From an optimization exercise on the open Yosys and OpenROAD flow, aimed at small area; shortcuts taken in it are not production practice.
RTL that was checked went through simulation tests only; none was proved equivalent to the original.
The RTL of runs 1 and 2 was laid out without a check of its function.
Power figures rest on the tool's default switching activity, not on a simulated workload.

==> design/flow/design.v <==
module sbfc (
    input  wire        clk,
    input  wire        rst,           
    input  wire        host_wr,       
    input  wire        host_space,    
    input  wire [7:0]  host_addr,
    input  wire [15:0] host_wdata,
    output reg  [15:0] host_rdata,    
    output wire        busy,
    output wire        done,
    output wire        err,
    input  wire        link_open,
    output wire        tx_valid,
    output reg  [7:0]  tx_data,
    input  wire        tx_ready,
    output wire        tx_flush,
    input  wire        tx_flush_ack,
    input  wire        tx_err,
    output wire        rx_ready,
    input  wire        rx_valid,
    input  wire [7:0]  rx_data,
    input  wire        rx_err,
    input  wire        tick,
    output wire        pld_we,
    output wire [7:0]  pld_waddr,
    output wire [7:0]  pld_wdata
);
    localparam S_IDLE  = 3'd0;
    localparam S_GAP   = 3'd1;
    localparam S_TX    = 3'd2;
    localparam S_FLUSH = 3'd3;
    localparam S_RXH   = 3'd4;
    localparam S_RXP   = 3'd5;
    localparam E_CONN   = 4'd1;
    localparam E_IO     = 4'd2;
    localparam E_CSUM   = 4'd3;
    localparam E_PROTO  = 4'd4;
    localparam E_DEVICE = 4'd5;
    localparam E_INVAL  = 4'd6;
    localparam E_LENGTH = 4'd7;
    localparam E_EMPTY  = 4'd8;
    integer i;
    reg [2:0]  seq;
    reg [7:0]  idx;              
    reg [7:0]  acc;              
    reg [7:0]  opl;              
    reg        st_done, st_ovr, st_seen_r;
    reg [3:0]  errcode;
    reg [15:0] gap;
    reg [7:0]  d_rtype, d_cat, d_func, d_plen;
    reg [7:0]  d_param [0:7];
    reg        l_query;          
    reg [2:0]  l_pm1;            
    reg [7:0]  l_cat;            
    reg [7:0]  l_func;           
    reg [7:0]  l_param [0:7];
    wire       hdr_bad = l_pm1[0];   
    wire       pld0_nz = l_pm1[1];   
    wire       phase   = l_query;    
    wire idle   = (seq == S_IDLE);
    wire in_gap = (seq == S_GAP);
    wire in_tx  = (seq == S_TX);
    wire in_fl  = (seq == S_FLUSH);
    wire in_rxh = (seq == S_RXH);
    wire in_rxp = (seq == S_RXP);
    wire       sendd = opl[3];
    wire [2:0] o     = opl[2:0];
    wire       tgl   = (o == 3'd7);
    wire       pwrq  = (o == 3'd3);
    wire [2:0] e     = tgl ? (phase ? {1'b0, pld0_nz, ~pld0_nz} : 3'd3) : o;
    wire       query = sendd ? l_query : (e == 3'd3);
    wire       rom3  = (e == 3'd4) || (e == 3'd5);
    wire       is_ck = sendd ? ((idx[3] | idx[2]) && ({idx[3], idx[1:0]} == l_pm1)) :
                               (idx[3:0] == (rom3 ? 4'd6 : 4'd5));
    assign busy     = !idle;
    assign done     = st_done;
    assign err      = |errcode;
    assign tx_valid = in_tx;
    assign tx_flush = in_fl;
    assign rx_ready = in_rxh || in_rxp;
    wire st_seen = st_seen_r || in_tx;
    reg [7:0] slot;
    always @(*) begin
        case (idx[3:0])
            4'd1:    slot = l_cat;
            4'd2:    slot = l_func;
            4'd3:    slot = l_param[0];
            4'd4:    slot = l_param[1];
            4'd5:    slot = l_param[2];
            4'd6:    slot = l_param[3];
            4'd7:    slot = l_param[4];
            4'd8:    slot = l_param[5];
            4'd9:    slot = l_param[6];
            default: slot = l_param[7];
        endcase
    end
    reg [7:0] rom;
    always @(*) begin
        case (idx[2:0])
            3'd2:    rom = rom3 ? 8'h05 : (e == 3'd6) ? 8'h06 : 8'h00;
            3'd3:    rom = (e == 3'd3) ? 8'hFF : rom3 ? 8'h03 : 8'h02;
            3'd4:    rom = (e == 3'd1) ? 8'h01 : (e == 3'd3) ? 8'hFF : 8'h00;
            3'd5:    rom = (e == 3'd5) ? 8'h01 : 8'h00;
            default: rom = 8'h00;
        endcase
    end
    wire [7:0] fbyte = (idx[3:0] == 4'd0) ? (query ? 8'h83 : 8'h8C) :
                       sendd ? slot : rom;
    always @(*) tx_data = is_ck ? acc : fbyte;
    wire [7:0] idx_inc = idx + 8'd1;
    wire       p_last  = (idx_inc == l_func);
    assign pld_we    = rx_valid && !rx_err && in_rxp && !p_last;
    assign pld_waddr = idx;
    assign pld_wdata = rx_data;
    wire ok_done = st_done && !err;                  
    wire pwrv    = ok_done && pwrq;
    wire plen_on = ok_done && (pwrq || (sendd && l_query));
    wire dev_err = (errcode == E_DEVICE);
    always @(*) begin
        host_rdata = 16'h0000;
        if (host_space) begin
            host_rdata[7:0] = d_param[host_addr[2:0]];
        end else if (host_addr[3]) begin
            case (host_addr[1:0])
                2'd0: host_rdata[7:0] = d_rtype;
                2'd1: host_rdata[7:0] = d_cat;
                2'd2: host_rdata[7:0] = d_func;
                2'd3: host_rdata[7:0] = d_plen;
            endcase
        end else begin
            case (host_addr[2:0])
                3'd0: host_rdata[7:0] = opl;
                3'd1: host_rdata[4:0] = {st_seen, st_ovr, err, st_done, busy};
                3'd2: host_rdata[3:0] = errcode;
                3'd3: host_rdata[7:0] = dev_err ? l_cat : 8'h00;
                3'd4: host_rdata[1:0] = {pwrv, pwrv & pld0_nz};
                3'd5: host_rdata[7:0] = plen_on ? idx : 8'h00;
                default: host_rdata = gap;
            endcase
        end
    end
    wire [15:0] wd     = host_wdata & {16{!rst}};
    wire        wr_hi0 = host_wr && (host_addr[7:4] == 4'd0);
    wire        wr_reg = wr_hi0 && !host_space;
    wire        wr_par = wr_hi0 && host_space && !host_addr[3];
    wire        cmd_wr = wr_reg && (host_addr[3:0] == 4'h0);
    wire        accept = cmd_wr && idle;
    always @(posedge clk) begin
        if (rst || accept) opl <= wd[7:0];
        if (rst || (wr_reg && host_addr[3:0] == 4'h6))
            gap <= {wd[15:2], host_wdata[1] | rst, wd[0]};
        if (rst || (wr_reg && host_addr[3:0] == 4'h8)) d_rtype <= wd[7:0];
        if (rst || (wr_reg && host_addr[3:0] == 4'h9)) d_cat   <= wd[7:0];
        if (rst || (wr_reg && host_addr[3:0] == 4'hA)) d_func  <= wd[7:0];
        if (rst || (wr_reg && host_addr[3:0] == 4'hB)) d_plen  <= wd[7:0];
        for (i = 0; i < 8; i = i + 1)
            if (rst || (wr_par && host_addr[2:0] == i)) d_param[i] <= wd[7:0];
    end
    wire [7:0] cmd_op   = host_wdata[7:0];
    wire       op_valid = (cmd_op >= 8'h01) && (cmd_op <= 8'h08);
    wire       sendd_ok = ((d_rtype == 8'h8C) || (d_rtype == 8'h83)) &&
                          (d_plen >= 8'd1) && (d_plen <= 8'd8);
    wire       cmd_ok   = link_open && op_valid && (!cmd_op[3] || sendd_ok);
    wire       want_gap = st_seen_r && (|gap);
    wire       gap_end  = (&acc) && (&idx[7:1]) && !idx[0];
    wire       rx_ev    = rx_valid && !rx_err;
    wire       rxh_done = in_rxh && idx[1] && !query;
    wire       rx_last  = rxh_done || (in_rxp && p_last);
    wire [3:0] check_code = (rx_data != acc) ? E_CSUM   :
                            hdr_bad          ? E_PROTO  :
                            (l_cat != 8'h00) ? E_DEVICE : 4'd0;
    wire       need_pld = pwrq || (tgl && !phase);
    wire       empty    = in_rxh || (idx == 8'd0);
    wire [3:0] end_code = (check_code != 4'd0) ? check_code :
                          (need_pld && empty)  ? E_EMPTY : 4'd0;
    wire       tgl_next = in_rxp && tgl && !phase && (end_code == 4'd0);
    wire       ld_start = idle || (in_rxp && p_last);
    wire [15:0] start_val = want_gap ? ~gap : 16'd0;
    wire [7:0] addend  = in_tx ? fbyte : in_gap ? {7'd0, &idx} : rx_data;
    wire [7:0] acc_add = acc + addend;
    wire       acc_en  = idle || in_fl || (in_gap && tick) || (in_tx && tx_ready) ||
                         (rx_ready && rx_valid);
    wire [7:0] acc_d   = ld_start ? start_val[15:8] :
                         (in_fl || in_gap && gap_end) ? 8'h00 : acc_add;
    wire       idx_en  = (idle && cmd_wr) || in_fl || (in_gap && tick) ||
                         (in_tx && tx_ready) || (in_rxh && rx_valid) ||
                         (in_rxp && rx_valid && (!p_last || (tgl && !phase)));
    wire [7:0] idx_d   = ld_start ? start_val[7:0] :
                         (in_fl || in_gap && gap_end || in_rxh && idx[1]) ? 8'h00 : idx_inc;
    always @(posedge clk) begin
        if (acc_en) acc <= acc_d;
        if (idx_en) idx <= idx_d;
    end
    always @(posedge clk) begin
        if (idle) begin
            l_func <= d_func;
            for (i = 0; i < 8; i = i + 1)
                l_param[i] <= d_param[i];
        end else if (in_rxh && idx[1]) begin
            l_func <= rx_data;
        end
        if (idle && cmd_wr)
            l_cat <= d_cat;
        else if (in_rxh && rx_valid && idx[0])
            l_cat <= rx_data;
        if (idle && cmd_wr) begin
            l_query <= cmd_op[3] && d_rtype[0];
            l_pm1   <= d_plen[2:0] - 3'd1;
        end else begin
            if (in_rxp && rx_valid && p_last && tgl)
                l_query <= 1'b1;
            if (in_rxh && idx[1:0] == 2'd0)
                l_pm1[0] <= (rx_data != 8'h70);
            if (in_rxp && idx == 8'd0)
                l_pm1[1] <= (rx_data != 8'h00);
        end
    end
    reg [2:0] seq_d;
    reg [3:0] code_d;
    reg       to_idle;
    always @(*) begin
        seq_d   = seq;
        code_d  = 4'd0;
        to_idle = 1'b0;
        case (seq)
            S_IDLE: begin
                if (cmd_wr) begin
                    code_d = !link_open ? E_CONN : E_INVAL;
                    if (cmd_ok)
                        seq_d = want_gap ? S_GAP : S_TX;
                    else
                        to_idle = 1'b1;
                end
            end
            S_GAP: begin
                if (tick && gap_end)
                    seq_d = S_TX;
            end
            S_TX: begin
                code_d = E_IO;
                if (tx_err)
                    to_idle = 1'b1;
                else if (tx_ready && is_ck)
                    seq_d = S_FLUSH;
            end
            S_FLUSH: begin
                code_d = E_IO;
                if (tx_err)
                    to_idle = 1'b1;
                else if (tx_flush_ack)
                    seq_d = S_RXH;
            end
            default: begin       
                if (rx_err) begin
                    code_d  = E_IO;
                    to_idle = 1'b1;
                end else if (rx_valid) begin
                    if (rx_last) begin
                        code_d = end_code;
                        if (tgl_next)
                            seq_d = want_gap ? S_GAP : S_TX;
                        else
                            to_idle = 1'b1;
                    end else if (in_rxh && idx[1] && rx_data == 8'h00) begin
                        code_d  = E_LENGTH;
                        to_idle = 1'b1;
                    end else if (in_rxh && idx[1]) begin
                        seq_d = S_RXP;
                    end
                end
            end
        endcase
        if (to_idle)
            seq_d = S_IDLE;
    end
    always @(posedge clk) begin
        if (rst) begin
            seq       <= S_IDLE;
            st_done   <= 1'b0;
            st_ovr    <= 1'b0;
            st_seen_r <= 1'b0;
            errcode   <= 4'd0;
        end else begin
            seq <= seq_d;
            if (idle && cmd_wr) begin
                st_done <= to_idle;
                errcode <= to_idle ? code_d : 4'd0;
            end else if (to_idle) begin
                st_done <= 1'b1;
                errcode <= code_d;
            end
            if (in_tx)
                st_seen_r <= 1'b1;
            if (cmd_wr && !idle)
                st_ovr <= 1'b1;
            else if (wr_reg && host_addr[3:0] == 4'h1 && host_wdata[3])
                st_ovr <= 1'b0;
        end
    end
endmodule
==> design/flow/flow/run.sh <==
#!/bin/bash
# Layout flow: the standard ORFS flow (standard.sh) with
#  - synthesis unchanged except for the ABC script that maps the
#    combinational logic (area-oriented: deepsyn + area mapping); the
#    registers are mapped by the standard synthesis before ABC runs,
#  - port buffers of the smallest buffer cell,
#  - a clock tree without dummy loads, built from clkbuf_8 clusters.
set -e
HERE=$(pwd)
FLOWDIR=$(cd "$(dirname "$0")" && pwd)

# synthesis with the ORFS scripts, only the ABC script replaced
rm -rf "$HERE/synth_scripts"
cp -r "$FLOW_HOME/scripts" "$HERE/synth_scripts"
cp "$FLOWDIR/abc_area_deep.script" "$HERE/synth_scripts/abc_speed.script"
SCRIPTS_DIR="$HERE/synth_scripts" bash standard.sh synth > "$HERE/synth.log" 2>&1

# the rest of the standard flow
export BUFFER_PORTS_ARGS="-buffer_cell sky130_fd_sc_hd__buf_1"
export CTS_ARGS="-sink_clustering_enable -repair_clock_nets -dont_use_dummy_load -buf_list sky130_fd_sc_hd__clkbuf_8 -sink_clustering_size 16 -sink_clustering_max_diameter 60"
bash standard.sh > "$HERE/layout.log" 2>&1
==> design/flow/flow/abc_area_deep.script <==
strash
&get -n
&deepsyn -T 60
&dch -f
&nf -a -R 1000 -E 10
&put
topo
==> design/flow/standard.sh <==
#!/bin/bash
# synth_recipe.tcl (not shown) runs the flow's synth.tcl, then flattens the netlist and writes it again
# the make line also repeats each setting of config.mk as NAME=value (left out here)
make -C /OpenROAD-flow-scripts/flow DESIGN_CONFIG=/design/flow/config.mk WORK_HOME=/design/flow/orfs CLKGATE_MAP_FILE= SYNTH_SCRIPT=/design/flow/synth_recipe.tcl "${@:-finish}"
==> design/flow/config.mk <==
export PLATFORM = sky130hd
export DESIGN_NAME = sbfc
export DESIGN_NICKNAME = sbfc
export VERILOG_FILES = /design/flow/design.v
export SDC_FILE = /design/flow/constraint.sdc
export NUM_CORES = 4
export LEC_CHECK = 0
export CAP_MARGIN = 20
export CORE_MARGIN = 2
export CORE_UTILIZATION = 60
export PLACE_DENSITY = 0.75
export SLEW_MARGIN = 20
==> design/flow/constraint.sdc <==
create_clock -name core_clock -period 10.0 [get_ports {clk}]
set_input_delay 2.0000 -clock core_clock [delete_from_list [all_inputs] [get_ports {clk}]]
set_output_delay 2.0000 -clock core_clock [all_outputs]
set_load 0.01 [all_outputs]
==> run notes, run 1 <==
drt total wl=33,400 µm; Clock Sinks=230; post-synthesis adder-cell area fraction=2.08%; Worst-Skew Late Latency=540 ps; Slew @ Worst Pin=1100 ps; Fin. Hold Viols=0; Core ar.=17,200 µm²; Ports=90; FILL cells=1,291; global-route wire length before repair=48,500 µm; crit-path max cell delay=740 ps; Mapped Cells=846; # diodes=0; status=complete, no violations; drt pass-1 iters=8; clock slew at reported path FFs=90 ps; CP max stage cell=nor3_1; Post-Synth Simple-Gate Area=14.4%; mux contribution to synthesized area=0.722%; fin util=66.9%; TNS Setup=0 ps; die area=18,700 µm²; count of cell types in the netlist=52; Final ANT Viol Nets=0; critical-path cell list=buf_1, nor2b_1, nand2_1, nor3_1, a221oi_1, nor3_1, nor3_1, a21oi_1, buf_1; Netlist Area Pre-Place=10,600 µm²; largest net degree at the start of global routing=74; Slew headroom=26.6%; clock tree from TritonCTS=done; Final Max Slew Viols=0; Sequential cell area=6810 µm²; Post-synth EDFFs=220; Top FF cell, synth=edfxtp_1; Critical Path RT=8000 ps; Final nets=1,025; post-CTS sizing=0; grt ovf=0; CP endpoint kind=output pin; Post-DP Area=11,300 µm²; GR Util All Layers=36.2%; NetSw=0.567 mW; Pint=1.46 mW; Seq/Total Area, Yosys=64.4%; Final Wtd Congestion=0.962; starting density of the core=61.3%; vias in the first global route=7,697; max-cap violations=0; xor/xnor share of the synthesized area=1.82%; maximum VDD drop=0.000123 V; CP Max Fanout=14; final hold slack=457 ps; Peak Freq=147 MHz; startpoint types=primary input; largest family of logic cells by synthesized area=compound AO/OA/AOI/OAI gates; initial antenna violation count=0; Async SR Flop Fraction=0%; sw frac=28.0%; vias per cell=7.00; FP Rows=48; Vias=8,314; Tmin final=6790 ps; initial drt markers=1,267; final period utilization=67.9%; Syn. warnings=3; TritonCTS Buffers=19; Seq pwr share=62.4%; clock buffer depth=3; Die Wd=137 µm; clock group share of total power=22.7%; detailed-route DRC error count=0; # Post-CTS Setup Buffers=0; Synth Register Bits=230; WS Path Type=primary input to output pin; syn_nets=906; Most common cell on crit path=nor3_1; post-synthesis compound-gate area fraction=14.9%; syn avg cell area=12.5 µm²; worst hold path class=register to register; Worst Path Arrival=4790 ps; Post-CTS Hold Buffers=0; Die Ht=137 µm; PortBufs=89; RSZ-0062 raised after global routing=no; Gate power share=14.9%; Area Overhead vs Synth=9.18%; hpwl dp=24,100 µm; Post-Route Skew=63.2 ps; root buf cell=clkbuf_8; multi-input logic area=3620 µm²; share of layout cells above drive strength 1=4.47%; Pleak=3.91 nW; CTS H-Tree Depth=1; mean routed wirelength per cell=28.1 µm; P per Cell Area=175 nW/µm²; cell area after layout=11,500 µm²; Setup-failing EPs final=0
-- cell usage after synthesis (4+ instances only) --
library cell / number / share of area (%)
a211oi_1: 8 / 0.57
nand4_1: 18 / 1.1
o21bai_1: 13 / 0.92
or2_0: 5 / 0.30
a311oi_1: 6 / 0.50
a221oi_1: 14 / 1.2
buf_4: 8 / 0.57
a21o_1: 5 / 0.36
xor2_1: 13 / 1.1
a221o_1: 4 / 0.38
a31oi_1: 6 / 0.36
nor2_1: 38 / 1.3
nor4_1: 12 / 0.71
a22oi_1: 10 / 0.71
or3_1: 4 / 0.24
dfxtp_1: 10 / 1.9
nand3_1: 9 / 0.43
nand2_1: 139 / 4.9
and2_0: 7 / 0.41
o221ai_1: 4 / 0.33
nor2b_1: 29 / 1.7
xnor2_1: 9 / 0.75
and3_1: 17 / 1.0
edfxtp_1: 220 / 63
mux2_1: 5 / 0.53
o21ai_0: 29 / 1.4
nand2b_1: 12 / 0.71
clkinv_1: 29 / 1.0
nor3b_1: 5 / 0.36
o22ai_1: 23 / 1.4
a21oi_1: 37 / 1.8
ha_1: 16 / 1.9
a22o_1: 14 / 1.2
nor3_1: 14 / 0.66
a222oi_1: 32 / 3.0
-- state kept, by name, summed over array words and instances (netlist names), 8 cells and up --
register	count
d_plen	8
d_param	64
l_param	64
idx	8
gap	16
opl	8
d_rtype	8
d_func	8
acc	8
d_cat	8
l_cat	8
l_func	8
-- layer usage --
metal / up-vias / track usage, % / share of wire (%)
li1: 3565 / - / -
met1: 3971 / 50.1 / 37
met2: 663 / 56.7 / 46
met3: 115 / 8.04 / 13
met4: 0 / 13.3 / 4.2
met5: - / 0 / 0
-- cells in the final DEF, fill, tap and decap left out, types with 11 or more instances in the layout --
master	count
o21bai_1	11
edfxtp_1	220
nor2b_1	27
o22ai_1	23
a221oi_1	14
clkbuf_8	19
buf_4	17
nor3_1	13
buf_1	89
and3_1	17
a21oi_1	37
clkinv_1	28
o21ai_0	28
a22o_1	14
a222oi_1	32
ha_1	16
nor4_1	12
nand4_1	18
nand2_1	139
nand2b_1	12
nor2_1	38
xor2_1	13
-- metrics by stage --
stage / instances / setup slack [ps] / power, mW
final: 1188 / 3210 / 2.03
after global placement: 1167 / 3380 / 1.57
after global routing: 1188 / 3010 / 2.09
after detailed placement: 1169 / 3340 / 1.57
after CTS: 1188 / 3330 / 2.01
after floorplan: 846 / 4170 / 1.44
-- final cells by class --
type                    count  area share, %
flip-flops and latches    230           59.0
multi-input cells         579           31.4
repair buffers            106           4.00
well taps                 225           2.44
clock buffers              19           2.27
inverters                  29          0.943
-- cells by family (layout without fill, tap and decap cells) --
group	count (synthesis)	in the layout
simple gates	316	316
flops	230	230
compound gates	217	217
buf+inv	37	154
xor+xnor	22	22
fa+ha+maj	17	17
mux	7	7
-- critical path, delay by kind of cell --
family / cells / cell delay (ps)
buf+inv: 2 / 550
simple gates: 5 / 1860
compound gates: 2 / 390
-- power groups by stage --
stage / clock (mW) / combinational, mW / sequential [mW]
after floorplan: 0 / 0.193 / 1.25
after global placement: 0 / 0.288 / 1.28
after detailed placement: 0 / 0.292 / 1.28
after CTS: 0.461 / 0.294 / 1.26
after global routing: 0.489 / 0.326 / 1.27
final: 0.460 / 0.302 / 1.26
-- final timing paths --
path / start / endpoint / slack [ps] / cells after the start
worst max-delay path: host_addr[0] / host_rdata[3] / 3210 / 9
worst min-delay path: d_param[1][1] / l_param[1][1] / 460 / 0
worst max register to register: idx[0] / acc[6] / 4910 / 21
worst min register to register: d_param[1][1] / l_param[1][1] / 460 / 0
==> inputs of run 2 (changes only) <==
--- a/design/flow/design.v
+++ b/design/flow/design.v
@@ -44,7 +44,7 @@
     reg [7:0]  idx;              
     reg [7:0]  acc;              
     reg [7:0]  opl;              
-    reg        st_done, st_ovr, st_seen_r;
+    reg        has_cmd, st_ovr, st_seen_r;    
     reg [3:0]  errcode;
     reg [15:0] gap;
     reg [7:0]  d_rtype, d_cat, d_func, d_plen;
@@ -74,6 +74,7 @@
                                (idx[3:0] == (rom3 ? 4'd6 : 4'd5));
     assign busy     = !idle;
     assign done     = st_done;
+    wire   st_done  = idle && has_cmd;
     assign err      = |errcode;
     assign tx_valid = in_tx;
     assign tx_flush = in_fl;
@@ -276,19 +277,16 @@
     always @(posedge clk) begin
         if (rst) begin
             seq       <= S_IDLE;
-            st_done   <= 1'b0;
+            has_cmd   <= 1'b0;
             st_ovr    <= 1'b0;
             st_seen_r <= 1'b0;
             errcode   <= 4'd0;
         end else begin
             seq <= seq_d;
-            if (idle && cmd_wr) begin
-                st_done <= to_idle;
+            if (idle && cmd_wr)
+                has_cmd <= 1'b1;
+            if ((idle && cmd_wr) || to_idle)
                 errcode <= to_idle ? code_d : 4'd0;
-            end else if (to_idle) begin
-                st_done <= 1'b1;
-                errcode <= code_d;
-            end
             if (in_tx)
                 st_seen_r <= 1'b1;
             if (cmd_wr && !idle)
==> run 2 against run 1 <==
Net effect: final area increased by 0.21%; highest routed layer unchanged; combinational power grew to 2.7 times the previous value; clock skew down 17 ps; critical endpoint is now host_rdata[6]; first-iteration DRC count grew 4.2%; sequential share of layout area fell by 0.12 points; maximum frequency fell by 6.5%; non-clock buffer count decreased by 2; wire length rose by 1.7%.
==> run notes, run 2 <==
status=complete, no violations (unchanged); Mapped Cells=840 (was 846); most frequent cell after synthesis=edfxtp_1 (unchanged); Worst path top cell family by delay=simple AND/OR/NAND/NOR gates (unchanged); # Post-CTS Setup Buffers=0 (unchanged); Worst-Skew Late Latency=540 ps (about the same); hpwl dp=24,500 µm (was 24,100 µm); Vias=8,306 (was 8,314); cell area after layout=11,600 µm² (was 11,500 µm²); post-synthesis compound-gate area fraction=15.6% (was 14.9%); clock tree from TritonCTS=done (unchanged); drt pass-1 iters=9 (was 8); Final Wtd Congestion=1.02 (was 0.962); CP max stage cell=nor2b_1 (was nor3_1); count of cell types in the netlist=57 (was 52); commonest non-fill, non-tap cell in the layout=edfxtp_1 (unchanged); Synth Register Bits=230 (unchanged); top flop regs=d_param (64), l_param (64), gap (16) (unchanged); RSZ-0062 raised after global routing=no (unchanged); PortBufs=89 (unchanged); crit-path max cell delay=930 ps (was 740 ps); TNS Setup=0 ps (unchanged); Post-CTS Hold Buffers=0 (unchanged); Die Ht=137 µm (about the same); clock slew at reported path FFs=90 ps (about the same); xor/xnor share of the synthesized area=1.57% (was 1.82%); Critical Path RT=8000 ps (about the same); Clock Sinks=230 (unchanged); max-cap violations=0 (unchanged); commonest cells after routing, fill and taps aside=edfxtp_1 (220), buf_1 (89), nand2_1 (84), nor2_1 (73), a21oi_1 (40) (was edfxtp_1 (220), nand2_1 (139), buf_1 (89), nor2_1 (38), a21oi_1 (37)); Top FF cell, synth=edfxtp_1 (unchanged); initial antenna violation count=0 (unchanged); Sequential cell area=6810 µm² (unchanged); mean routed wirelength per cell=28.8 µm (was 28.1 µm); Final Max Slew Viols=0 (unchanged); Netlist Area Pre-Place=10,600 µm² (about the same); detailed-route DRC error count=0 (unchanged); startpoint types=primary input (unchanged); Worst Path Arrival=5260 ps (was 4790 ps); Post-DP Area=11,300 µm² (about the same); grt ovf=0 (unchanged); P per Cell Area=238 nW/µm² (was 175 nW/µm²); Ports=90 (unchanged); vias per cell=7.03 (was 7.00); worst hold path class=register to register (unchanged); global-route wire length before repair=48,700 µm (was 48,500 µm); largest net degree at the start of global routing=74 (unchanged); Slew @ Worst Pin=1120 ps (was 1100 ps); Async SR Flop Fraction=0% (unchanged); Tmin final=7260 ps (was 6790 ps); CP endpoint kind=output pin (unchanged); post-synthesis adder-cell area fraction=2.08% (about the same); synth top area cells=edfxtp_1 (62%), nand2_1 (3.0%), a222oi_1 (2.8%) (was edfxtp_1 (63%), nand2_1 (4.9%), a222oi_1 (3.0%)); drt total wl=34,000 µm (was 33,400 µm); CTS H-Tree Depth=1 (unchanged); share of layout cells above drive strength 1=4.60% (was 4.47%); CP Max Fanout=19 (was 14); clock buffer depth=3 (unchanged); syn_nets=900 (was 906); # diodes=0 (unchanged); initial drt markers=1,320 (was 1,267); Post-Synth Simple-Gate Area=14.0% (was 14.4%); Core ar.=17,300 µm² (was 17,200 µm²); FILL cells=1,354 (was 1,291); Fin. Hold Viols=0 (unchanged); Pleak=3.90 nW (was 3.91 nW); Die Wd=137 µm (about the same); Area Overhead vs Synth=9.22% (was 9.18%); Final nets=1,018 (was 1,025); WP buf/inv=2 (unchanged); Slew headroom=24.9% (was 26.6%); syn avg cell area=12.6 µm² (was 12.5 µm²); Post-synth EDFFs=220 (unchanged); WS Path Type=primary input to output pin (unchanged); final period utilization=72.6% (was 67.9%); maximum VDD drop=0.000180 V (was 0.000123 V); critical-path cell list=buf_1, and2_0, nor2b_1, a222oi_1, nand4_1, a211oi_1, a211oi_1, buf_1 (was buf_1, nor2b_1, nand2_1, nor3_1, a221oi_1, nor3_1, nor3_1, a21oi_1, buf_1); vias in the first global route=7,791 (was 7,697); post-CTS sizing=0 (unchanged); Setup-failing EPs final=0 (unchanged); Worst R2R Setup Slack=4710 ps (was 4910 ps); cell taking the most area after synthesis=edfxtp_1 (unchanged); Post-synth top cells=edfxtp_1 (220), nand2_1 (84), nor2_1 (73), a21oi_1 (40), o21ai_0 (31) (was edfxtp_1 (220), nand2_1 (139), nor2_1 (38), a21oi_1 (37), a222oi_1 (32)); TritonCTS Buffers=20 (was 19); root buf cell=clkbuf_8 (unchanged); mux contribution to synthesized area=0.827% (was 0.722%); largest family of logic cells by synthesized area=compound AO/OA/AOI/OAI gates (unchanged); die area=18,700 µm² (about the same); Seq/Total Area, Yosys=64.3% (was 64.4%); post-synth top area share=62.4% (was 62.5%); starting density of the core=61.2% (was 61.3%); FP Rows=48 (unchanged); multi-input logic area=3640 µm² (was 3620 µm²); GR Util All Layers=36.6% (was 36.2%); Final ANT Viol Nets=0 (unchanged); Post-Route Skew=46.4 ps (was 63.2 ps); Syn. warnings=3 (unchanged); Peak Freq=138 MHz (was 147 MHz)
## run 2: cell count changes in the layout (fill, tap and decap cells not counted), sizes merged, moves of 4 or more
cell    previous run  this run
nand2            139        84
nor2b             29        25
a311oi             6         0
nor2              38        73
xnor2              9         5
a211oi             8        13
nand3              9        13
and3              17        22
o21a               0         4
## run 2: worst reg2reg max path, stage by stage, from the launching register on
cell	delay (ps)
edfxtp_1	670
clkinv_1	390
ha_1	340
nor2_1	120
nor2_1	60
o32ai_2	860
nand2_1	150
nand2_1	100
o21ai_0	110
a21oi_1	220
a22o_1	210
ha_1	250
a21o_1	200
a21oi_1	240
nor2b_1	80
o21ai_0	210
a21oi_1	120
o21ai_0	190
nand2b_1	110
and2_0	150
o32ai_1	300
## run 2: cell type report
class	count	share of cell area, %
Sequential cell	230	58.9
Multi-Input combinational cell	573	31.5
Timing Repair Buffer	104	3.86
Tap cell	225	2.43
Clock buffer	20	2.38
Inverter	29	0.941
## run 2: report_power, final
group	leakage [nW]	internal [mW]	switching (mW)
clock network	0.144	0.179	0.286
registers	2.25	1.31	0.151
logic	1.51	0.271	0.559
total	3.90	1.76	0.996
## run 2: final timing paths
check                        to     startpoint  cells past startpoint
setup / recovery  host_rdata[6]   host_addr[2]                      8
hold / removal    l_param[2][3]  d_param[2][3]                      0
setup reg to reg         acc[7]         idx[0]                     20
hold reg to reg   l_param[2][3]  d_param[2][3]                      0
## run 2: cells by family after synthesis
group / Yosys count
AND/OR/NAND/NOR: 303
buffers and inverters: 37
flip-flops: 230
adder cells (fa/ha/maj): 17
multiplexers: 8
XOR/XNOR: 19
AO/OA/AOI/OAI: 226
## run 2: metrics by stage
step | power (mW) | hold slack [ps] | util [%] | setup WS, ps | instances
after detailed placement | 2.28 | 433 | 65.2 | 2960 | 1160
after floorplan | 1.95 | 425 | - | 4030 | 840
after global placement | 2.26 | 432 | 65.1 | 3060 | 1160
after global routing | 2.87 | 461 | 66.8 | 2660 | 1181
final | 2.76 | 450 | 66.8 | 2740 | 1181
after CTS | 2.73 | 444 | 66.8 | 2950 | 1180
## run 2: routing by layer
| layer | global-route usage [%] | share of wire [%] |
|---|---|---|
| met3 | 8.07 | 12 |
| met4 | 15.2 | 4.9 |
| met2 | 57.5 | 46 |
| met5 | 0 | 0 |
| met1 | 49.8 | 37 |
==> inputs of run 3 (changes only) <==
--- a/design/flow/design.v
+++ b/design/flow/design.v
@@ -80,21 +80,18 @@
     assign tx_flush = in_fl;
     assign rx_ready = in_rxh || in_rxp;
     wire st_seen = st_seen_r || in_tx;
-    reg [7:0] slot;
-    always @(*) begin
-        case (idx[3:0])
-            4'd1:    slot = l_cat;
-            4'd2:    slot = l_func;
-            4'd3:    slot = l_param[0];
-            4'd4:    slot = l_param[1];
-            4'd5:    slot = l_param[2];
-            4'd6:    slot = l_param[3];
-            4'd7:    slot = l_param[4];
-            4'd8:    slot = l_param[5];
-            4'd9:    slot = l_param[6];
-            default: slot = l_param[7];
-        endcase
-    end
+    wire [10:1] sl;
+    genvar gk;
+    generate
+        for (gk = 1; gk <= 10; gk = gk + 1) begin : g_sl
+            assign sl[gk] = (idx[3:0] == gk);
+        end
+    endgenerate
+    wire [7:0] slot = ({8{sl[1]}}  & l_cat)      | ({8{sl[2]}}  & l_func)     |
+                      ({8{sl[3]}}  & l_param[0]) | ({8{sl[4]}}  & l_param[1]) |
+                      ({8{sl[5]}}  & l_param[2]) | ({8{sl[6]}}  & l_param[3]) |
+                      ({8{sl[7]}}  & l_param[4]) | ({8{sl[8]}}  & l_param[5]) |
+                      ({8{sl[9]}}  & l_param[6]) | ({8{sl[10]}} & l_param[7]);
     reg [7:0] rom;
     always @(*) begin
         case (idx[2:0])
@@ -105,9 +102,15 @@
             default: rom = 8'h00;
         endcase
     end
-    wire [7:0] fbyte = (idx[3:0] == 4'd0) ? (query ? 8'h83 : 8'h8C) :
-                       sendd ? slot : rom;
-    always @(*) tx_data = is_ck ? acc : fbyte;
+    wire       i0    = (idx[3:0] == 4'd0);
+    wire       sel_r = in_tx && i0;
+    wire       sel_s = in_tx && !i0 && sendd;
+    wire       sel_m = in_tx && !i0 && !sendd;
+    wire [7:0] addend = ({8{sel_r}} & (query ? 8'h83 : 8'h8C)) |
+                        ({8{sel_s}} & slot) | ({8{sel_m}} & rom) |
+                        ({8{rx_ready}} & rx_data) |
+                        {7'd0, in_gap && (&idx)};
+    always @(*) tx_data = is_ck ? acc : addend;
     wire [7:0] idx_inc = idx + 8'd1;
     wire       p_last  = (idx_inc == l_func);
     assign pld_we    = rx_valid && !rx_err && in_rxp && !p_last;
@@ -117,28 +120,39 @@
     wire pwrv    = ok_done && pwrq;
     wire plen_on = ok_done && (pwrq || (sendd && l_query));
     wire dev_err = (errcode == E_DEVICE);
-    always @(*) begin
-        host_rdata = 16'h0000;
-        if (host_space) begin
-            host_rdata[7:0] = d_param[host_addr[2:0]];
-        end else if (host_addr[3]) begin
-            case (host_addr[1:0])
-                2'd0: host_rdata[7:0] = d_rtype;
-                2'd1: host_rdata[7:0] = d_cat;
-                2'd2: host_rdata[7:0] = d_func;
-                2'd3: host_rdata[7:0] = d_plen;
-            endcase
-        end else begin
-            case (host_addr[2:0])
-                3'd0: host_rdata[7:0] = opl;
-                3'd1: host_rdata[4:0] = {st_seen, st_ovr, err, st_done, busy};
-                3'd2: host_rdata[3:0] = errcode;
-                3'd3: host_rdata[7:0] = dev_err ? l_cat : 8'h00;
-                3'd4: host_rdata[1:0] = {pwrv, pwrv & pld0_nz};
-                3'd5: host_rdata[7:0] = plen_on ? idx : 8'h00;
-                default: host_rdata = gap;
-            endcase
+    wire       rs_reg = !host_space && !host_addr[3];
+    wire       rs_d   = !host_space && host_addr[3];
+    wire [7:0] rs_lo;
+    wire [7:0] rs_par;
+    wire [3:0] rs_dsc;
+    generate
+        for (gk = 0; gk < 8; gk = gk + 1) begin : g_rs
+            assign rs_lo[gk]  = rs_reg && (host_addr[2:0] == gk);
+            assign rs_par[gk] = host_space && (host_addr[2:0] == gk);
         end
+        for (gk = 0; gk < 4; gk = gk + 1) begin : g_rd
+            assign rs_dsc[gk] = rs_d && (host_addr[1:0] == gk);
+        end
+    endgenerate
+    wire       rs_gap = rs_reg && host_addr[2] && host_addr[1];
+    reg  [7:0] rd_par;
+    always @(*) begin
+        rd_par = 8'h00;
+        for (i = 0; i < 8; i = i + 1)
+            rd_par = rd_par | ({8{rs_par[i]}} & d_param[i]);
+    end
+    always @(*) begin
+        host_rdata[15:8] = {8{rs_gap}} & gap[15:8];
+        host_rdata[7:0]  = rd_par |
+                           ({8{rs_dsc[0]}} & d_rtype) | ({8{rs_dsc[1]}} & d_cat) |
+                           ({8{rs_dsc[2]}} & d_func)  | ({8{rs_dsc[3]}} & d_plen) |
+                           ({8{rs_lo[0]}} & opl) |
+                           ({8{rs_lo[1]}} & {3'd0, st_seen, st_ovr, err, st_done, busy}) |
+                           ({8{rs_lo[2]}} & {4'd0, errcode}) |
+                           ({8{rs_lo[3] && dev_err}} & l_cat) |
+                           ({8{rs_lo[4]}} & {6'd0, pwrv, pwrv & pld0_nz}) |
+                           ({8{rs_lo[5] && plen_on}} & idx) |
+                           ({8{rs_gap}} & gap[7:0]);
     end
     wire [15:0] wd     = host_wdata & {16{!rst}};
     wire        wr_hi0 = host_wr && (host_addr[7:4] == 4'd0);
@@ -177,7 +191,6 @@
     wire       tgl_next = in_rxp && tgl && !phase && (end_code == 4'd0);
     wire       ld_start = idle || (in_rxp && p_last);
     wire [15:0] start_val = want_gap ? ~gap : 16'd0;
-    wire [7:0] addend  = in_tx ? fbyte : in_gap ? {7'd0, &idx} : rx_data;
     wire [7:0] acc_add = acc + addend;
     wire       acc_en  = idle || in_fl || (in_gap && tick) || (in_tx && tx_ready) ||
                          (rx_ready && rx_valid);
==> run 3 against run 2 <==
Net effect: sequential power is 19% lower; first-iteration DRC count is 12% lower; cell count is 2.5% lower; global-route usage is 0.40 points lower; critical path type unchanged.
==> run notes, run 3 <==
cell taking the most area after synthesis=edfxtp_1 (unchanged); final hold slack=429 ps (was 450 ps); TritonCTS Buffers=20 (unchanged); Clock Sinks=230 (unchanged); RSZ-0062 raised after global routing=no (unchanged); final period utilization=65.6% (was 72.6%); initial antenna violation count=1 (was 0); Sequential cell area=6810 µm² (unchanged); P per Cell Area=154 nW/µm² (was 238 nW/µm²); drt pass-1 iters=7 (was 9); Slew headroom=24.6% (was 24.9%); worst hold path class=register to register (unchanged); share of layout cells above drive strength 1=4.21% (was 4.60%); Final ANT Viol Nets=0 (unchanged); CP endpoint kind=output pin (unchanged); synth top area cells=edfxtp_1 (63%), nor2_1 (2.7%), a22oi_1 (2.7%) (was edfxtp_1 (62%), nand2_1 (3.0%), a222oi_1 (2.8%)); Critical Path RT=8000 ps (about the same); die area=18,500 µm² (was 18,700 µm²); starting density of the core=60.9% (was 61.2%); post-synth top area share=63.2% (was 62.4%); GR Util All Layers=36.2% (was 36.6%); Netlist Area Pre-Place=10,500 µm² (was 10,600 µm²); Setup-failing EPs final=0 (unchanged); Synth Register Bits=230 (unchanged); commonest cells after routing, fill and taps aside=edfxtp_1 (220), buf_1 (89), nor2_1 (76), nand2_1 (66), a22oi_1 (37) (was edfxtp_1 (220), buf_1 (89), nand2_1 (84), nor2_1 (73), a21oi_1 (40)); sw frac=23.6% (was 36.1%); crit-path max cell delay=610 ps (was 930 ps); WP buf/inv=2 (unchanged); post-CTS sizing=0 (unchanged); Worst Path Arrival=4560 ps (was 5260 ps); Post-synth top cells=edfxtp_1 (220), nor2_1 (76), nand2_1 (66), a22oi_1 (37), a21oi_1 (30) (was edfxtp_1 (220), nand2_1 (84), nor2_1 (73), a21oi_1 (40), o21ai_0 (31)); vias per cell=7.06 (was 7.03); Core ar.=17,200 µm² (was 17,300 µm²); Post-synth EDFFs=220 (unchanged); CP Max Fanout=18 (was 19); Final Wtd Congestion=0.989 (was 1.02); Seq pwr share=67.0% (was 53.0%); clock tree from TritonCTS=done (unchanged); drt total wl=33,400 µm (was 34,000 µm); largest family of logic cells by synthesized area=simple AND/OR/NAND/NOR gates (was compound AO/OA/AOI/OAI gates); Post-Synth Simple-Gate Area=14.3% (was 14.0%); mux contribution to synthesized area=0.742% (was 0.827%); Pint=1.34 mW (was 1.76 mW); syn_nets=872 (was 900); startpoint types=primary input (unchanged); most frequent cell after synthesis=edfxtp_1 (unchanged); Seq/Total Area, Yosys=65.1% (was 64.3%); Most common cell on crit path=buf_1; Syn. warnings=3 (unchanged); Post-Route Skew=66.7 ps (was 46.4 ps); mean routed wirelength per cell=29.0 µm (was 28.8 µm); Worst R2R Setup Slack=5220 ps (was 4710 ps); Async SR Flop Fraction=0% (unchanged); Ports=90 (unchanged); detailed-route DRC error count=0 (unchanged); DP Worst Slack=3530 ps (was 2960 ps); worst reg2reg endpoint=acc[7] (unchanged); Final nets=988 (was 1,018); # diodes=0 (unchanged); root buf cell=clkbuf_8 (unchanged); Layout Cells excl Fill=1,151 (was 1,181); largest net degree at the start of global routing=74 (unchanged); commonest non-fill, non-tap cell in the layout=edfxtp_1 (unchanged); multi-input logic area=3510 µm² (was 3640 µm²); Fin. Hold Viols=0 (unchanged); CP max stage cell=a2111oi_0 (was nor2b_1); Final Max Slew Viols=0 (unchanged); grt ovf=0 (unchanged); count of cell types in the netlist=51 (was 57); post-synthesis compound-gate area fraction=14.3% (was 15.6%); Top FF cell, synth=edfxtp_1 (unchanged); critical-path cell list=buf_1, nand2b_1, nor2_1, a22oi_1, nand3_1, a2111oi_0, nand4_1, buf_1 (was buf_1, and2_0, nor2b_1, a222oi_1, nand4_1, a211oi_1, a211oi_1, buf_1); Peak Freq=152 MHz (was 138 MHz); max-cap violations=0 (unchanged); global-route wire length before repair=48,200 µm (was 48,700 µm); Die Ht=136 µm (was 137 µm); Die Wd=136 µm (was 137 µm); Tmin final=6560 ps (was 7260 ps); WS Path Type=primary input to output pin (unchanged); PortBufs=89 (unchanged); worst hold endpoint=l_param[2][5] (was l_param[2][3]); Worst path top cell family by delay=simple AND/OR/NAND/NOR gates (unchanged); Vias=8,130 (was 8,306); R2R depth=19 (was 20); clock buffer depth=3 (unchanged); xor/xnor share of the synthesized area=1.93% (was 1.57%); setup slack after layout=3440 ps (was 2740 ps); TNS Setup=0 ps (unchanged); FP Rows=48 (unchanged); FILL cells=1,312 (was 1,354); Worst-Skew Late Latency=540 ps (about the same); hold wc startpoint=d_param[2][5] (was d_param[2][3]); Critical R2R Launch=idx[0] (unchanged); Pleak=3.94 nW (was 3.90 nW); placed cell count=1,131 (was 1,160); maximum VDD drop=0.000160 V (was 0.000180 V); NetSw=0.415 mW (was 0.996 mW); hpwl dp=24,500 µm (about the same); Area Overhead vs Synth=9.06% (was 9.22%); initial drt markers=1,168 (was 1,320); Mapped Cells=812 (was 840); hold depth=0 (unchanged); vias in the first global route=7,795 (was 7,791); top flop regs=d_param (64), l_param (64), gap (16) (unchanged); Slew @ Worst Pin=1130 ps (was 1120 ps); clock slew at reported path FFs=100 ps (was 90 ps); syn avg cell area=12.9 µm² (was 12.6 µm²); Post-CTS Hold Buffers=0 (unchanged); CTS H-Tree Depth=1 (unchanged); post-synthesis adder-cell area fraction=2.11% (was 2.08%); Gate power share=6.7% (was 30.1%); clock group share of total power=26.3% (was 16.9%); status=complete, no violations (unchanged); # Post-CTS Setup Buffers=0 (unchanged)
-- run 3: cell type report --
type / instances / share of cell area [%]
clock buffer: 20 / 2.41
sequential: 230 / 59.7
tap: 225 / 2.47
inverter: 26 / 0.856
timing repair buffer: 102 / 3.76
multi-input combinational: 548 / 30.8
-- run 3: how the worst max path moves through the flow --
stage | start | slack (ps) | cells past startpoint | to
floorplan | seq[0] | 4240 | 7 | host_rdata[2]
global placement | host_addr[2] | 2980 | 8 | host_rdata[4]
detailed placement | host_addr[2] | 3530 | 8 | host_rdata[6]
CTS | host_addr[2] | 3530 | 8 | host_rdata[6]
global route | host_addr[2] | 3400 | 8 | host_rdata[6]
finish | host_addr[2] | 3440 | 8 | host_rdata[6]
-- run 3: stage by stage --
stage	area, µm²	utilization (%)	power (mW)
finish	11400	66.4	1.76
global route	11400	66.4	1.80
CTS	11400	66.3	1.76
detailed placement	11100	64.7	1.31
global placement	11100	64.6	1.31
floorplan	10500	-	1.24
-- run 3: power by group through the flow --
stage / Combinational [mW] / Clock, mW / Sequential [mW]
final: 0.119 / 0.463 / 1.18
after global routing: 0.125 / 0.496 / 1.18
after CTS: 0.115 / 0.466 / 1.18
after detailed placement: 0.114 / 0 / 1.20
after global placement: 0.112 / 0 / 1.20
after floorplan: 0.0645 / 0 / 1.17
-- run 3: cells by family (layout without fill, tap and decap cells) --
kind of cell | after synthesis | count (layout)
buf+inv | 34 | 148
flops | 230 | 230
compound gates | 202 | 202
simple gates | 299 | 299
fa+ha+maj | 17 | 17
mux | 7 | 7
xor+xnor | 23 | 23
-- run 3: layer usage --
metal | global-route usage (%) | share of wire, %
met5 | 0 | 0.042
met2 | 58.1 | 46
met4 | 14.8 | 4.8
met3 | 8.69 | 13
met1 | 47.9 | 35
==> inputs of run 4 (changes only) <==
--- a/design/flow/flow/run.sh
+++ b/design/flow/flow/run.sh
@@ -6,6 +6,7 @@
 #  - port buffers of the smallest buffer cell,
 #  - a clock tree without dummy loads, built from clkbuf_8 clusters.
 set -e
+export GPL_KEEP_OVERFLOW=0
 HERE=$(pwd)
 FLOWDIR=$(cd "$(dirname "$0")" && pwd)
 
==> run 4 against run 3 <==
Net effect: combinational power about the same; final area is 0.45% lower; maximum frequency up 1.7%; register-to-register slack lost 60 ps; via count grew 0.90%; worst setup slack improved by 110 ps; sequential power about the same; highest routed layer is now met4; critical path depth unchanged; global-route usage increased by 0.98 points; total power shrank 0.40%; worst hold slack improved by 19 ps; synthesized cell count unchanged.
==> run notes, run 4 <==
final period utilization=64.5% (was 65.6%); FILL cells=1,325 (was 1,312); WS Path Type=primary input to output pin (unchanged); Synth Register Bits=230 (unchanged); post-synth top area share=63.2% (unchanged); Async SR Flop Fraction=0% (unchanged); most frequent cell after synthesis=edfxtp_1 (unchanged); R2R depth=10 (was 19); Post-synth top cells=edfxtp_1 (220), nor2_1 (76), nand2_1 (66), a22oi_1 (37), a21oi_1 (30) (unchanged); detailed-route DRC error count=0 (unchanged); status=complete, no violations (unchanged); fin util=66.1% (was 66.4%); largest net degree at the start of global routing=75 (was 74); Final nets=976 (was 988); Post-CTS Hold Buffers=0 (unchanged); GR Util All Layers=37.2% (was 36.2%); hpwl dp=24,700 µm (was 24,500 µm); Slew headroom=21.4% (was 24.6%); Layout Cells excl Fill=1,139 (was 1,151); synth top area cells=edfxtp_1 (63%), nor2_1 (2.7%), a22oi_1 (2.7%) (unchanged); CP Max Fanout=18 (unchanged); global-route wire length before repair=49,100 µm (was 48,200 µm); Final Wtd Congestion=1.06 (was 0.989); GR Layer Usage met1=50.4% (was 47.9%); Area Overhead vs Synth=8.57% (was 9.06%); CP endpoint kind=output pin (unchanged); vias in the first global route=7,771 (was 7,795); hold depth=0 (unchanged); GR peak layer=met2 (unchanged); Post-Route Skew=58.7 ps (was 66.7 ps); commonest cells after routing, fill and taps aside=edfxtp_1 (220), buf_1 (88), nor2_1 (76), nand2_1 (66), a22oi_1 (37) (was edfxtp_1 (220), buf_1 (89), nor2_1 (76), nand2_1 (66), a22oi_1 (37)); Ports=90 (unchanged); clock slew at reported path FFs=90 ps (was 100 ps); Final ANT Viol Nets=0 (unchanged); top flop regs=d_param (64), l_param (64), gap (16) (unchanged); initial drt markers=1,196 (was 1,168); total design power=1.75 mW (was 1.76 mW); Setup-failing EPs final=0 (unchanged); grt ovf=0 (unchanged); share of layout cells above drive strength 1=3.83% (was 4.21%); startpoint types=primary input (unchanged); Post-synth EDFFs=220 (unchanged); syn avg cell area=12.9 µm² (unchanged); Tmin final=6450 ps (was 6560 ps); Peak Freq=155 MHz (was 152 MHz); clock buffer depth=3 (unchanged); root buf cell=clkbuf_8 (unchanged); Top FF cell, synth=edfxtp_1 (unchanged); CTS H-Tree Depth=1 (unchanged); met3 Use GR=9.47% (was 8.69%); Clock Sinks=230 (unchanged); max-cap violations=0 (unchanged); maximum VDD drop=0.000149 V (was 0.000160 V); mean routed wirelength per cell=29.9 µm (was 29.0 µm); Slew @ Worst Pin=1180 ps (was 1130 ps); Mapped Cells=812 (unchanged); FP Rows=48 (unchanged); # diodes=0 (unchanged); Core ar.=17,200 µm² (unchanged); # Post-CTS Setup Buffers=0 (unchanged); clock tree from TritonCTS=done (unchanged); final hold slack=448 ps (was 429 ps); Vias=8,203 (was 8,130); syn_nets=872 (unchanged); Critical Path RT=8000 ps (about the same); Worst-Skew Late Latency=530 ps (was 540 ps); PortBufs=89 (unchanged); count of cell types in the netlist=51 (unchanged); Seq/Total Area, Yosys=65.1% (unchanged); RSZ-0062 raised after global routing=no (unchanged); drt pass-1 iters=7 (unchanged); Syn. warnings=3 (unchanged); Worst Path Arrival=4450 ps (was 4560 ps); TNS Setup=0 ps (unchanged); P per Cell Area=154 nW/µm² (about the same); vias per cell=7.20 (was 7.06); Netlist Area Pre-Place=10,500 µm² (unchanged); initial antenna violation count=2 (was 1); Pleak=3.88 nW (was 3.94 nW); TritonCTS Buffers=19 (was 20); Die Wd=136 µm (unchanged); placed cell count=1,120 (was 1,131); cell taking the most area after synthesis=edfxtp_1 (unchanged); GR Layer Usage met2=57.6% (was 58.1%); die area=18,500 µm² (unchanged); worst hold path class=register to register (unchanged); drt total wl=34,000 µm (was 33,400 µm); post-CTS sizing=0 (unchanged); Fin. Hold Viols=0 (unchanged); starting density of the core=60.9% (unchanged); Die Ht=136 µm (unchanged); commonest non-fill, non-tap cell in the layout=edfxtp_1 (unchanged); Final Max Slew Viols=0 (unchanged)
==> run 4: worst max-delay path: stages <==
cell and delay (ps):
buf_1 640, nand2b_1 310, nor2_1 230, a22oi_1 210, nand3_1 90, a2111oi_0 580, nand4_1 210, buf_1 170
==> run 4: cells by family after synthesis <==
group                      synth area share, %
AOI/OAI and AO/OA                         14.3
and+or+nand+nor                           14.3
muxes                                    0.742
adders and majority gates                 2.11
xor gates and xnor gates                  1.93
buffers and inverters                     1.51
DFF                                       65.1
==> run 4: power breakdown <==
part	switching, mW	internal, mW
Sequential	0.0505	1.13
Clock	0.284	0.171
Combinational	0.0823	0.0350
Total	0.417	1.34
==> run 4: worst paths after layout <==
kind	start	to	slack, ps
worst max-delay path	host_addr[2]	host_rdata[6]	3550
worst min-delay path	d_param[6][5]	l_param[6][5]	450
worst max register to register	idx[2]	idx[7]	5160
worst min register to register	d_param[6][5]	l_param[6][5]	450
==> run 4: metal layers <==
layer,vias to the layer above,routed length (µm)
li1,3429,-
met1,4027,12200
met2,638,15700
met3,109,4410
met4,0,1680
met5,-,0
==> run 4: layout make-up <==
class                           count  area (µm²)  share of cell area [%]
Timing Repair Buffer               91         350                    3.09
Multi-Input combinational cell    548        3550                    31.2
Clock buffer                       19         262                    2.30
Tap cell                          225         282                    2.48
Sequential cell                   230        6810                    60.0
Inverter                           26         103                   0.904
==> run 4: per-stage QoR <==
stage	area, µm²	worst slack (ps)
final	11300	3550
after global routing	11300	3380
after CTS	11300	3510
after detailed placement	11100	3530
after global placement	11000	2770
after floorplan	10500	4240
==> inputs of run 5 (changes only) <==
--- a/design/flow/flow/run.sh
+++ b/design/flow/flow/run.sh
@@ -18,5 +18,5 @@
 
 # the rest of the standard flow
 export BUFFER_PORTS_ARGS="-buffer_cell sky130_fd_sc_hd__buf_1"
-export CTS_ARGS="-sink_clustering_enable -repair_clock_nets -dont_use_dummy_load -buf_list sky130_fd_sc_hd__clkbuf_8 -sink_clustering_size 16 -sink_clustering_max_diameter 60"
+export CTS_ARGS="-sink_clustering_enable -repair_clock_nets -dont_use_dummy_load -buf_list sky130_fd_sc_hd__clkbuf_8 -sink_clustering_size 20 -sink_clustering_max_diameter 40"
 bash standard.sh > "$HERE/layout.log" 2>&1
==> run 5 against run 4 <==
Net effect: combinational power hardly changed; die area stayed put; sequential power about the same; global-route usage increased by 0.20 points; sequential share of layout area down 0.79 points; worst hold slack improved by 0.74 ps; largest cell class unchanged.
==> run notes, run 5 <==
status=complete, no violations (unchanged); Mapped Cells=812 (unchanged); Die Ht=136 µm (unchanged); Netlist Area Pre-Place=10,500 µm² (unchanged); top flop regs=d_param (64), l_param (64), gap (16) (unchanged); Slew @ Worst Pin=1180 ps (about the same); Critical Path RT=8000 ps (about the same); startpoint types=primary input (unchanged); mux contribution to synthesized area=0.742% (unchanged); Post-synth top cells=edfxtp_1 (220), nor2_1 (76), nand2_1 (66), a22oi_1 (37), a21oi_1 (30) (unchanged); share of layout cells above drive strength 1=4.97% (was 3.83%); xor/xnor share of the synthesized area=1.93% (unchanged); Final ANT Viol Nets=0 (unchanged); Final Wtd Congestion=1.06 (unchanged); maximum VDD drop=0.000160 V (was 0.000149 V); GR Util All Layers=37.4% (was 37.2%); P per Cell Area=163 nW/µm² (was 154 nW/µm²); Final Max Slew Viols=0 (unchanged); Slew headroom=21.2% (was 21.4%); grt ovf=0 (unchanged); CP Max Fanout=18 (unchanged); Post-synth EDFFs=220 (unchanged); syn avg cell area=12.9 µm² (unchanged); initial drt markers=1,241 (was 1,196); # diodes=0 (unchanged); WS Path Type=primary input to output pin (unchanged); Synth Register Bits=230 (unchanged); cell taking the most area after synthesis=edfxtp_1 (unchanged); starting density of the core=60.9% (unchanged); post-synthesis compound-gate area fraction=14.3% (unchanged); Post-Synth Simple-Gate Area=14.3% (unchanged); post-CTS sizing=0 (unchanged); total design power=1.87 mW (was 1.75 mW); synth top area cells=edfxtp_1 (63%), nor2_1 (2.7%), a22oi_1 (2.7%) (unchanged); clock tree from TritonCTS=done (unchanged); setup slack after layout=3520 ps (was 3550 ps); Ports=90 (unchanged); hpwl dp=24,700 µm (unchanged); commonest cells after routing, fill and taps aside=edfxtp_1 (220), buf_1 (88), nor2_1 (76), nand2_1 (66), a22oi_1 (37) (unchanged); clock slew at reported path FFs=90 ps (about the same); post-synthesis adder-cell area fraction=2.11% (unchanged); Vias=8,241 (was 8,203); largest family of logic cells by synthesized area=simple AND/OR/NAND/NOR gates (unchanged); RSZ-0062 raised after global routing=no (unchanged); R2R depth=10 (unchanged); placed cell count=1,120 (unchanged); Top FF cell, synth=edfxtp_1 (unchanged); Pleak=3.96 nW (was 3.88 nW); max-cap violations=0 (unchanged); CP endpoint kind=output pin (unchanged); Clock Sinks=230 (unchanged); most frequent cell after synthesis=edfxtp_1 (unchanged); worst hold path class=register to register (unchanged); global-route wire length before repair=49,400 µm (was 49,100 µm); Post-Route Skew=63.3 ps (was 58.7 ps); Setup-failing EPs final=0 (unchanged); Post-DP Area=11,100 µm² (unchanged); # Post-CTS Setup Buffers=0 (unchanged); FP Rows=48 (unchanged); syn_nets=872 (unchanged); Final nets=987 (was 976); cell area after layout=11,500 µm² (was 11,300 µm²); Core ar.=17,200 µm² (unchanged); Worst Path Arrival=4480 ps (was 4450 ps); fin util=67.0% (was 66.1%); Area Overhead vs Synth=10.0% (was 8.57%); root buf cell=clkbuf_8 (unchanged); Post-CTS Hold Buffers=0 (unchanged); TritonCTS Buffers=30 (was 19); Seq/Total Area, Yosys=65.1% (unchanged); count of cell types in the netlist=51 (unchanged); Fin. Hold Viols=0 (unchanged); mean routed wirelength per cell=29.8 µm (was 29.9 µm); Peak Freq=154 MHz (was 155 MHz); initial antenna violation count=1 (was 2); detailed-route DRC error count=0 (unchanged); drt total wl=34,300 µm (was 34,000 µm); Worst-Skew Late Latency=590 ps (was 530 ps); DP Worst Slack=3530 ps (unchanged); hold depth=0 (unchanged); Layout Cells excl Fill=1,150 (was 1,139); TNS Setup=0 ps (unchanged); vias in the first global route=7,852 (was 7,771); final period utilization=64.8% (was 64.5%); largest net degree at the start of global routing=75 (unchanged); post-synth top area share=63.2% (unchanged); vias per cell=7.17 (was 7.20); Async SR Flop Fraction=0% (unchanged); commonest non-fill, non-tap cell in the layout=edfxtp_1 (unchanged); Tmin final=6480 ps (was 6450 ps); CTS H-Tree Depth=1 (unchanged); Die Wd=136 µm (unchanged); PortBufs=89 (unchanged); clock buffer depth=3 (unchanged); drt pass-1 iters=9 (was 7); Syn. warnings=3 (unchanged); die area=18,500 µm² (unchanged); final hold slack=449 ps (was 448 ps)
==> run 5: cell types whose count changed in the layout (fill, tap and decap cells not counted) <==
cell      change
clkbuf_8     +11
==> run 5: layer usage <==
metal  GRT usage, %  vias to the layer above  routed length, µm
met5              0                        -                 10
met4           16.0                        2               1670
met3           8.99                      122               4500
met2           57.9                      678              15700
met1           51.1                     3991              12400
li1               -                     3448                  -
==> run 5: kinds of logic (layout without fill, tap and decap cells) <==
group / after synthesis / after routing
flip-flops: 230 / 230
buffers and inverters: 34 / 147
AND/OR/NAND/NOR: 299 / 299
multiplexers: 7 / 7
adder cells (fa/ha/maj): 17 / 17
XOR/XNOR: 23 / 23
AO/OA/AOI/OAI: 202 / 202
==> run 5: area by class of cell <==
cell class,count,area [µm²]
clock buffers,30,413
fillers,1298,5680
inverters,26,103
multi-input cells,548,3550
flip-flops and latches,230,6810
well taps,225,282
repair buffers,91,350
==> run 5: power by group <==
part | total, mW | internal (mW) | switching, mW
registers | 1.18 | 1.13 | 0.0511
clock network | 0.569 | 0.263 | 0.306
logic | 0.118 | 0.0350 | 0.0830
==> run 5: worst max-delay path, cell delays in order <==
cell	delay, ps
buf_1	650
nand2b_1	310
nor2_1	240
a22oi_1	200
nand3_1	90
a2111oi_0	610
nand4_1	210
buf_1	170
==> run 5: worst paths after layout <==
| path | startpoint | endpoint | slack (ps) |
|---|---|---|---|
| worst max-delay path | host_addr[2] | host_rdata[6] | 3520 |
| worst min-delay path | d_param[1][7] | l_param[1][7] | 450 |
| worst max register to register | idx[2] | idx[4] | 5140 |
| worst min register to register | d_param[1][7] | l_param[1][7] | 450 |
==> inputs of run 6 (changes only) <==
--- a/design/flow/flow/run.sh
+++ b/design/flow/flow/run.sh
@@ -18,5 +18,5 @@
 
 # the rest of the standard flow
 export BUFFER_PORTS_ARGS="-buffer_cell sky130_fd_sc_hd__buf_1"
-export CTS_ARGS="-sink_clustering_enable -repair_clock_nets -dont_use_dummy_load -buf_list sky130_fd_sc_hd__clkbuf_8 -sink_clustering_size 20 -sink_clustering_max_diameter 40"
+export CTS_ARGS="-sink_clustering_enable -repair_clock_nets -dont_use_dummy_load -buf_list {sky130_fd_sc_hd__clkbuf_4 sky130_fd_sc_hd__clkbuf_8} -sink_clustering_size 16 -sink_clustering_max_diameter 60"
 bash standard.sh > "$HERE/layout.log" 2>&1
==> run 6 against run 5 <==
Net effect: still clean; worst hold slack got worse by 0.74 ps; area after synthesis did not move; non-clock buffer count did not move; largest cell class unchanged; highest routed layer is now met4.
==> run notes, run 6 <==
Fin. Hold Viols=0 (unchanged); startpoint types=primary input (unchanged); RSZ-0062 raised after global routing=no (unchanged); initial antenna violation count=2 (was 1); largest net degree at the start of global routing=75 (unchanged); share of layout cells above drive strength 1=3.83% (was 4.97%); Final nets=976 (was 987); worst reg2reg endpoint=idx[7] (was idx[4]); Post-Route Skew=58.7 ps (was 63.3 ps); Tmin final=6450 ps (was 6480 ps); global-route wire length before repair=49,100 µm (was 49,400 µm); Setup-failing EPs final=0 (unchanged); Synth Register Bits=230 (unchanged); root buf cell=clkbuf_8 (unchanged); Final ANT Viol Nets=0 (unchanged); Async SR Flop Fraction=0% (unchanged); cell taking the most area after synthesis=edfxtp_1 (unchanged); post-synth top area share=63.2% (unchanged); Critical R2R Launch=idx[2] (unchanged); status=complete, no violations (unchanged); CTS H-Tree Depth=1 (unchanged); Clock Sinks=230 (unchanged); vias in the first global route=7,771 (was 7,852); Post-CTS Hold Buffers=0 (unchanged); worst hold path class=register to register (unchanged); clock buffer depth=3 (unchanged); GR Util All Layers=37.2% (was 37.4%); post-CTS sizing=0 (unchanged); Netlist Area Pre-Place=10,500 µm² (unchanged); # Post-CTS Setup Buffers=0 (unchanged); syn avg cell area=12.9 µm² (unchanged); Seq/Total Area, Yosys=65.1% (unchanged); P per Cell Area=154 nW/µm² (was 163 nW/µm²); Post-synth EDFFs=220 (unchanged); TritonCTS Buffers=19 (was 30); Final Max Slew Viols=0 (unchanged); WS Path Type=primary input to output pin (unchanged); commonest cells after routing, fill and taps aside=edfxtp_1 (220), buf_1 (88), nor2_1 (76), nand2_1 (66), a22oi_1 (37) (unchanged); commonest non-fill, non-tap cell in the layout=edfxtp_1 (unchanged); Top FF cell, synth=edfxtp_1 (unchanged); Post-synth top cells=edfxtp_1 (220), nor2_1 (76), nand2_1 (66), a22oi_1 (37), a21oi_1 (30) (unchanged); clock tree from TritonCTS=done (unchanged); Slew headroom=21.4% (was 21.2%); clock slew at reported path FFs=90 ps (about the same); hold depth=0 (unchanged); R2R depth=10 (unchanged); Die Wd=136 µm (unchanged); synth top area cells=edfxtp_1 (63%), nor2_1 (2.7%), a22oi_1 (2.7%) (unchanged); hold wc startpoint=d_param[6][5] (was d_param[1][7]); Critical Path RT=8000 ps (about the same); drt pass-1 iters=7 (was 9); Pleak=3.88 nW (was 3.96 nW); worst hold endpoint=l_param[6][5] (was l_param[1][7]); Area Overhead vs Synth=8.57% (was 10.0%); Syn. warnings=3 (unchanged); most frequent cell after synthesis=edfxtp_1 (unchanged); maximum VDD drop=0.000149 V (was 0.000160 V); hpwl dp=24,700 µm (unchanged); Critical Path Start=host_addr[2] (unchanged); Ports=90 (unchanged); top flop regs=d_param (64), l_param (64), gap (16) (unchanged); Peak Freq=155 MHz (was 154 MHz); mean routed wirelength per cell=29.9 µm (was 29.8 µm); FP Rows=48 (unchanged); starting density of the core=60.9% (unchanged); Slew @ Worst Pin=1180 ps (about the same); final period utilization=64.5% (was 64.8%); Die Ht=136 µm (unchanged); CP endpoint kind=output pin (unchanged); count of cell types in the netlist=51 (unchanged); Worst Path Arrival=4450 ps (was 4480 ps); die area=18,500 µm² (unchanged); grt ovf=0 (unchanged); detailed-route DRC error count=0 (unchanged); # diodes=0 (unchanged); drt total wl=34,000 µm (was 34,300 µm); initial drt markers=1,196 (was 1,241); FILL cells=1,325 (was 1,298); PortBufs=89 (unchanged); Core ar.=17,200 µm² (unchanged); vias per cell=7.20 (was 7.17); max-cap violations=0 (unchanged); syn_nets=872 (unchanged); Worst-Skew Late Latency=530 ps (was 590 ps); Mapped Cells=812 (unchanged); Final Wtd Congestion=1.06 (unchanged); total design power=1.75 mW (was 1.87 mW); Worst R2R Setup Slack=5160 ps (was 5140 ps); TNS Setup=0 ps (unchanged); Vias=8,203 (was 8,241); CP Max Fanout=18 (unchanged)
## run 6: changes by cell type in the layout (fill, tap and decap cells not counted), sizes merged
cell    delta
clkbuf    -11
## run 6: worst max-delay path by stage
stage,end,cells past startpoint
global placement,host_rdata[2],8
detailed placement,host_rdata[0],9
floorplan,host_rdata[2],7
CTS,host_rdata[0],9
finish,host_rdata[6],8
global route,host_rdata[6],8
## run 6: through the flow
step | cells | worst slack (ps) | cell area [µm²] | util (%) | hold WS (ps)
final | 1139 | 3550 | 11300 | 66.1 | 448
after global routing | 1139 | 3380 | 11300 | 66.1 | 470
after CTS | 1139 | 3510 | 11300 | 66.0 | 446
after detailed placement | 1120 | 3530 | 11100 | 64.5 | 437
after global placement | 1118 | 2770 | 11000 | 64.1 | 438
after floorplan | 812 | 4240 | 10500 | - | 425
## run 6: critical path, stage by stage
cell and delay, ps:
buf_1 640, nand2b_1 310, nor2_1 230, a22oi_1 210, nand3_1 90, a2111oi_0 580
nand4_1 210, buf_1 170
## run 6: power by group
part	total [mW]	internal, mW	switching (mW)
clock	0.455	0.171	0.284
combinational	0.117	0.0350	0.0823
sequential	1.18	1.13	0.0505
total	1.75	1.34	0.417
## run 6: logic make-up (layout without fill, tap and decap cells)
| group | Yosys count | after routing | share of synthesized area [%] |
|---|---|---|---|
| AOI/OAI and AO/OA | 202 | 202 | 14.3 |
| buffers and inverters | 34 | 136 | 1.51 |
| and+or+nand+nor | 299 | 299 | 14.3 |
| muxes | 7 | 7 | 0.742 |
| DFF | 230 | 230 | 65.1 |
| adders and majority gates | 17 | 17 | 2.11 |
| xor gates and xnor gates | 23 | 23 | 1.93 |
## run 6: metal layers
layer	vias up	track usage, %	share of wire [%]
met4	0	16.0	4.9
met5	-	0	0
li1	3429	-	-
met2	638	57.6	46
met1	4027	50.4	36
met3	109	9.47	13
## run 6: layout make-up
type                    instances  area [µm²]  area share, %
repair buffers                 91         350           3.09
flip-flops and latches        230        6810           60.0
inverters                      26         103          0.904
clock buffers                  19         262           2.30
well taps                     225         282           2.48
multi-input cells             548        3550           31.2

separate check: timing with driven ports:
No port has a modelled driver above. Below, the same layouts with a new extraction and two added sets of constraints. Step 1, drivers: a clkbuf_16 drives clk and a buf_2 each remaining input, both assumed. Step 2 moves the port delays by t, midway between the first and last clock arrival at a register: inputs arrive t later, outputs are due t later. That takes back most of the time a late clock gives input paths. Three values: no drivers, after step 1, after step 2; two values: the first two.
| run | t, ns | setup slack, ns | latest minus earliest clock arrival (ns) | pins driven straight from the clock port |
|---|---|---|---|---|
| run 1 | 0.549 | 3.214 / 3.190 / 3.190 | 0.063 / 0.063 | 1 |
| run 2 | 0.558 | 2.739 / 2.701 / 2.701 | 0.047 / 0.046 | 1 |
| run 3 | 0.544 | 3.439 / 3.408 / 3.408 | 0.075 / 0.075 | 1 |
| run 4 | 0.547 | 3.549 / 3.523 / 3.523 | 0.059 / 0.059 | 1 |
| run 5 | 0.605 | 3.519 / 3.491 / 3.491 | 0.084 / 0.085 | 1 |
| run 6 | 0.547 | 3.549 / 3.523 / 3.523 | 0.059 / 0.059 | 1 |
After both steps every run listed still meets setup and hold. For run 2, which loses most, drivers alone change the setup slack by -0.038 ns; drivers and shift together by -0.038 ns.
